Source: an optimization exercise on an open RTL-to-GDS flow (aim: small area, a short achievable clock period and few clock cycles per item). Production flows keep margins and buffers that such runs may drop.
The RTL was checked by simulation tests, not by an equivalence proof against the original design.
Power figures rest on the tool's default switching activity, not on a simulated workload.

Setup of the reference run:
Design sweep_decoder, start of the top module:
module sweep_decoder (
    input  wire        clk,
    input  wire        rst,
    input  wire [16:0] tap0,
    input  wire [16:0] tap1,
    input  wire        in_valid,
    output wire        in_ready,
    input  wire [7:0]  in_data,
    output wire        out_valid,
    input  wire        out_ready,
    output wire [63:0] out_chips,
    output reg  [7:0]  out_nsym,
    output reg         out_ovf,
    output reg         out_excl,
    output reg         out_skip0,
    output wire        out_found,
    output wire        out_poly,
    output wire [3:0]  out_offset,
    output wire [5:0]  out_window,
    output wire [2:0]  out_thr,
    output wire [5:0]  out_dist0,
    output wire [5:0]  out_dist1
);
    reg  rs;
    always @(posedge clk) rs <= rst;
    reg  held;                  
    reg  ovalid;
    wire mat_busy;
    wire res_idle;
    wire last_pop;
    wire fast, ovf;
    reg  mcur;                  
    reg  rel;                   
    wire mfree   = !mat_busy && !ovalid && !rel;
    reg  handoff;
    always @(posedge clk)
        handoff <= !rs && !handoff && !ovalid && !rel &&
                   ((held && res_idle && (mcur || mfree)) ||
                    (last_pop && fast && mcur));
    wire early   = fast && !mcur && mfree && !held;
    wire mstart  = early || (handoff && !mcur && !ovf);
    reg  mzap;
    always @(posedge clk) mzap <= !rs && handoff && ovf_now;
    always @(posedge clk) begin
        if (rs || handoff) held <= 1'b0;
        else if (last_pop)  held <= 1'b1;
    end
    always @(posedge clk) begin
        if (rs) begin
            mcur <= 1'b0;
            rel  <= 1'b0;
        end else begin
            if (handoff)    mcur <= 1'b0;
            else if (early) mcur <= 1'b1;
            if (handoff)    rel <= 1'b1;
            else if (rel && !mat_busy) rel <= 1'b0;
        end
    end
    wire       sym_v, sym_is1, sym2_v;
    wire [1:0] sym, sym2;
    wire [7:0] nsym, nsym_now;
    wire       ovf_now;
    sd_classifier u_cls (
        .clk      (clk),
        .rst      (rs),
        .rst_in   (rst),
        .in_valid (in_valid),
  ...
Size in the first run: roughly 2,700 cells after synthesis, ~470 flip-flops, ~25,000 sq um of cells after synthesis.
==> flow/config.mk <==
export PLATFORM = sky130hd
export DESIGN_NAME = sweep_decoder
export DESIGN_NICKNAME = sweep_decoder
export VERILOG_FILES = /design/flow/design.v
export SDC_FILE = /design/flow/constraint.sdc
export NUM_CORES = 4
export LEC_CHECK = 0
export CAP_MARGIN = 20
export CORE_MARGIN = 2
export CORE_UTILIZATION = 60
export SETUP_SLACK_MARGIN = 5
export SLEW_MARGIN = 20
==> flow/constraint.sdc <==
create_clock -name core_clock -period 10.0 [get_ports {clk}]
set_input_delay 2.0000 -clock core_clock [delete_from_list [all_inputs] [get_ports {clk}]]
set_output_delay 2.0000 -clock core_clock [all_outputs]
set_load 0.01 [all_outputs]
run.sh (not shown) runs the stock make flow with config.mk's settings and CLKGATE_MAP_FILE= SYNTH_SCRIPT=/design/flow/synth_recipe.tcl, a recipe that flattens the netlist after the stock synthesis.
In summary, the reference run completed successfully, with a layout that passed the timing, DRC and antenna checks.
Testbench counts of the reference run, summed over its fixed seeds: cycles 13,478, items 96.
> inputs changed (the reference run -> the trial run)
-- flow/design.v --
<<< the reference run, line 21
);
    localparam [1:0] S_ZERO = 2'd0, S_ONE = 2'd1, S_AMB = 2'd2;
    reg  [6:0] qcnt;            
    reg        pprev;           
    reg  [7:0] s0;
    reg        s0p, s0v;
    wire       s0f = qcnt == 7'd0;
    wire       s0l = qcnt == 7'd127;
    wire [7:0] pb  = {s0[0], s0[1], s0[2], s0[3], s0[4], s0[5], s0[6], s0[7]};
    wire [8:0] pin = {s0l, (pb ^ {pb[6:0], s0p}) & {7'h7f, !s0f}};
>>> the trial run, line 21
);
    localparam [1:0] S_ZERO = 2'd0, S_ONE = 2'd1, S_AMB = 2'd2;
    reg  [6:0] pcnt;            
    reg        pprev;           
    reg  [7:0] s0;
    reg        s0p, s0f, s0l, s0v;
    wire [7:0] pb  = {s0[0], s0[1], s0[2], s0[3], s0[4], s0[5], s0[6], s0[7]};
    wire [8:0] pin = {s0l, (pb ^ {pb[6:0], s0p}) & {7'h7f, !s0f}};
<<< the reference run, line 106
    wire       s0v_n   = s0v && !s0used || push;
    always @(posedge clk) begin
        if (!s0v || s0used) begin
            s0  <= in_data;
            s0p <= pprev;
        end
        if (push)
            pprev <= in_data[0];
        if (m0n)
            nx <= pin;
>>> the trial run, line 104
    wire       s0v_n   = s0v && !s0used || push;
    always @(posedge clk) begin
        if (push) begin
            s0    <= in_data;
            s0p   <= pprev;
            s0f   <= pcnt == 7'd0;
            s0l   <= pcnt == 7'd127;
            pprev <= in_data[0];
        end
        if (m0n)
            nx <= pin;
<<< the reference run, line 131
            s0v  <= 1'b0;
            if (!rst_in) rdy <= 1'b1;
            qcnt <= 7'd0;
        end else if (!rst_in) begin
            if (s0used)
                qcnt <= qcnt + 7'd1;
            hv  <= hv_n;
            nv  <= nv_n;
>>> the trial run, line 130
            s0v  <= 1'b0;
            if (!rst_in) rdy <= 1'b1;
            pcnt <= 7'd0;
        end else if (!rst_in) begin
            if (push)
                pcnt <= pcnt + 7'd1;
            hv  <= hv_n;
            nv  <= nv_n;
<<< the reference run, line 326
    reg        run1;        
    reg [5:0]  tau;         
    reg  [46:0] cr;         
    integer ci;
    always @(*)
        for (ci = 0; ci < 47; ci = ci + 1)
            cr[ci] = chips[46 - ci];
    wire       act = cr[tau];
    reg [16:0] l0, l1, z0, z1;
    reg        s2v;         
>>> the trial run, line 325
    reg        run1;        
    reg [5:0]  tau;         
    reg        act;         
    reg [16:0] l0, l1, z0, z1;
    reg        s2v;         
<<< the reference run, line 362
        end
    endfunction
    reg  [3:0] so;                                
    wire [5:0] send = endq(rq);                   
    wire y0 = ^(l0 & tap0);
>>> the trial run, line 356
        end
    endfunction
    wire [3:0] so   = found ? offset : 4'd1;      
    wire [5:0] send = endq(rq);                   
    wire y0 = ^(l0 & tap0);
<<< the reference run, line 470
        if (ld) begin
            tau <= 6'd0;
            l0  <= start ? chips_in[63:47] : chips[63:47];
            l1  <= start ? chips_in[63:47] : chips[63:47];
>>> the trial run, line 464
        if (ld) begin
            tau <= 6'd0;
            act <= start ? chips_in[46] : chips[46];
            l0  <= start ? chips_in[63:47] : chips[63:47];
            l1  <= start ? chips_in[63:47] : chips[63:47];
<<< the reference run, line 476
        end else if (run1) begin
            tau <= tau + 6'd1;
            l0  <= {l0[15:0], y0};
            l1  <= {l1[15:0], y1};
>>> the trial run, line 471
        end else if (run1) begin
            tau <= tau + 6'd1;
            act <= chips[6'd45 - tau];
            l0  <= {l0[15:0], y0};
            l1  <= {l1[15:0], y1};
<<< the reference run, line 519
            offset <= 4'd2;
            rq     <= 3'd4;
            so     <= 4'd1;
            thr    <= 3'd1;
            window <= 6'd9;
        end else if (chk2 && hit) begin
            found  <= 1'b1;
>>> the trial run, line 515
            offset <= 4'd2;
            rq     <= 3'd4;
            thr    <= 3'd1;
        end else if (chk2 && hit) begin
            found  <= 1'b1;
<<< the reference run, line 527
            offset <= ho;
            rq     <= grp2;
            so     <= ho;
            thr    <= hq(grp2);
            window <= endq(grp2) - {2'd0, ho};
        end
        if (zap || start) chips <= chips_in;
    end
endmodule
>>> the trial run, line 521
            offset <= ho;
            rq     <= grp2;
            thr    <= hq(grp2);
        end
        if (zap)        window <= 6'd9;
        else if (pass2) window <= found ? send - {2'd0, offset} : 6'd9;
        if (zap)        chips <= 64'd0;
        else if (start) chips <= chips_in;
    end
endmodule
[summary]
- CTS clock-pin slew for the worst setup and hold paths of the reference run is on par with the trial run.
- Worst slack on hold paths was lower in the run labelled the trial run.
- Initial cell density of the core ends up higher on the reference run.
- Combinational group power ends up lower on the trial run.
- Largest fanout on the critical path ended up 5 higher on the trial run than on the reference run.
- Per the comparison of the trial run with the reference run, routed wire length now larger, number of antenna repair diodes moved up, cell area after placement now larger, final cell area excluding filler cells rose about 1.5%, global-route wire length before repair moved up.
- Side by side, combinational share of power turned out lower in the trial run than in the reference run.
- Area of all sequential standard cells (the trial run / the reference run): 0.944
- The sequential share of layout area in the trial run was lower than what the reference run gave.
- Re worst setup slack: the reference run and the trial run aren't equal, and the higher value belongs to the trial run.
Testbench counts of the trial run, summed over its fixed seeds: cycles 13,478, items 96.

==> port drivers added, routing unchanged <==
The results above use ideal ports. As a check the final layouts listed here were re-extracted and re-timed, cells and wires unchanged. Step 1: set_driving_cell puts a clkbuf_16 on clk and a buf_2 on each other input, an assumption about the parent block. Step 2 adds t to the input delays and takes it off the output delays; t is the mean of the earliest and latest rising clock arrival at the registers after step 1. Input paths then give back, and output paths get back, about the clock's delay inside the block. a / b / c = no drivers / after step 1 / after step 2; a / b = the first two.
run | shift t [ns] | slack for setup (ns) | worst setup path at the end | clock arrival spread, ns | cell pins on the clock port's net
the reference run | 0.643 | 6.149 / 6.149 / 5.899 | input to register | 0.019 / 0.020 | 1
the trial run | 0.651 | 6.199 / 6.142 / 5.883 | input to register | 0.021 / 0.022 | 1
After both steps every run listed still meets setup and hold. For the trial run, which loses most, drivers alone change the setup slack by -0.057 ns; drivers and shift together by -0.316 ns.
